Background: an optimization exercise with open tools, aiming at small area. Do not read the settings as production practice.
Only simulation tests tie the RTL to the original design; equivalence was not proved.
Power is estimated from default activity; no workload was simulated.

## old
## mbf_engine
module mbf_engine #(
    parameter NCH   = 3,
    parameter T_IFD = 8      
) (
    input  wire        clk,
    input  wire        rst,
    input  wire        wr_en,
    input  wire [11:0] wr_addr,
    input  wire [31:0] wr_data,
    input  wire        cmd_valid,
    output wire        cmd_ready,
    input  wire [31:0] cmd_word,
    input  wire [15:0] cmd_arg0,
    input  wire [15:0] cmd_arg1,
    output reg         cmd_done,
    output wire [3:0]  cmd_result,
    output wire        cmd_tid_valid,
    output wire [15:0] cmd_tid,
    input  wire        tick,
    input  wire        wm_valid,
    output wire        wm_ready,
    input  wire [15:0] wm_data,
    output wire        tx_valid,
    input  wire        tx_ready,
    output wire [7:0]  tx_data,
    output wire        tx_last,
    output wire [1:0]  tx_ch,
    input  wire        rx_valid,
    input  wire [7:0]  rx_data,
    input  wire        rx_last,
    input  wire        rx_err,
    input  wire        rx_err_io,
    output wire        open_req,
    output wire [1:0]  open_ch,
    output wire        open_kind,
    input  wire        open_ans_valid,
    input  wire [1:0]  open_ans,
    output reg         close_req,
    output wire [1:0]  close_ch,
    output reg         ev_valid,
    output wire [1:0]  ev_ch,
    output wire [3:0]  ev_outcome,
    output wire [15:0] ev_tid,
    output reg         ev_rsp_valid,
    output wire [7:0]  ev_rsp_unit,
    output wire [7:0]  ev_rsp_fc,
    output wire [15:0] ev_rsp_value,
    output wire [7:0]  ev_rsp_exc,
    output wire        busy,
    output reg         overrun,
    output reg         fatal,
    output reg         enable,
    output reg         mbx_valid,
    output wire [5:0]  ch_state
);
Size in the first run: about 2000 cells after synthesis, ~30000 um2 of cells after synthesis.
export LEC_CHECK = 0
export CAP_MARGIN = 20
export CORE_MARGIN = 2
export CORE_UTILIZATION = 65
export GPL_TIMING_DRIVEN = 0
export PLACE_DENSITY = 0.75
export SLEW_MARGIN = 20
export BUFFER_PORTS_ARGS = -buffer_cell sky130_fd_sc_hd__buf_1
export CTS_ARGS = -sink_clustering_enable -repair_clock_nets -dont_use_dummy_load -buf_list sky130_fd_sc_hd__clkbuf_8 -sink_clustering_size 16 -sink_clustering_max_diameter 60
create_clock -name core_clock -period 10.0 [get_ports {clk}]
standard.sh (not shown) runs the stock make flow with config.mk's settings and CLKGATE_MAP_FILE= SYNTH_SCRIPT=/design/flow/synth_recipe.tcl, a recipe that flattens the netlist after the stock synthesis.
==> flow/flow/run.sh <==
#!/bin/bash
# Standard ORFS layout (the standard.sh, synthesis unchanged) with two
# layout choices: the port buffers use the smallest buffer, and clock tree
# synthesis uses clkbuf_8 with larger sink clusters and no dummy loads.
set -euo pipefail
cat >> config.mk <<'EOC'
export BUFFER_PORTS_ARGS = -buffer_cell sky130_fd_sc_hd__buf_1
export CTS_ARGS = -sink_clustering_enable -repair_clock_nets -dont_use_dummy_load -buf_list sky130_fd_sc_hd__clkbuf_8 -sink_clustering_size 16 -sink_clustering_max_diameter 60
EOC
bash standard.sh finish > flow_make.log 2>&1
Changes in new relative to old:
- CORE_UTILIZATION: 65 -> 70
- PLACE_DENSITY: 0.75 -> 0.8
- CTS_ARGS: -sink_clustering_enable -repair_clock_nets -dont_use_dummy_load -buf_list sky130_fd_sc_hd__clkbuf_8 -sink_clustering_size 16 -sink_clustering_max_diameter 60 -> -sink_clustering_enable -repair_clock_nets -dont_use_dummy_load -buf_list sky130_fd_sc_hd__clkbuf_8 -sink_clustering_size 20 -sink_clustering_max_diameter 70
--- a/flow/flow/run.sh
+++ b/flow/flow/run.sh
@@ -6,5 +6,5 @@
 cat >> config.mk <<'EOC'
 export BUFFER_PORTS_ARGS = -buffer_cell sky130_fd_sc_hd__buf_1
-export CTS_ARGS = -sink_clustering_enable -repair_clock_nets -dont_use_dummy_load -buf_list sky130_fd_sc_hd__clkbuf_8 -sink_clustering_size 16 -sink_clustering_max_diameter 60
+export CTS_ARGS = -sink_clustering_enable -repair_clock_nets -dont_use_dummy_load -buf_list sky130_fd_sc_hd__clkbuf_8 -sink_clustering_size 20 -sink_clustering_max_diameter 70
 EOC
 bash standard.sh finish > flow_make.log 2>&1
Notes after the runs:
- In the flow results for old and new, the sequential share of layout area is smaller on old.
- The post-route worst hold slack was comparable across old and new.
- new gives less highest ir drop seen on vdd than old did.
- Timing-limited maximum frequency delta for new relative to old: 1.4% lower
- | setup slack | new vs old | worse |
- NOTE count of clock-buffer cells in the layout old->new decreased by more than 10%
- Delta (new minus old): area of the die shrank by 3400 um2, utilization grew by 5.2 points, total power shrank by about 1.6%.

-- re-timing with driven ports --
The flow's constraints put no driver on any port. The routed layouts listed below were extracted and timed again, unchanged, in two steps. Step 1 sets driving cells, clkbuf_16 on the clock port and buf_2 on the other inputs (assumed; they add their load-dependent delay and slew). Step 2 adds t to the input delays and takes it off the output delays; t is the mean of the earliest and latest rising clock arrival at the registers after step 1. Input paths then give back, and output paths get back, about the clock's delay inside the block. a / b / c = no drivers / after step 1 / after step 2; a / b = the first two.
run	t (ns)	slack for setup (ns)	hold WS [ns]
old	0.733	2.738 / 2.682 / 3.415	0.395 / 0.395 / 0.395
new	0.721	2.634 / 2.579 / 3.299	0.393 / 0.393 / 0.393
After both steps every run listed still meets setup and hold.
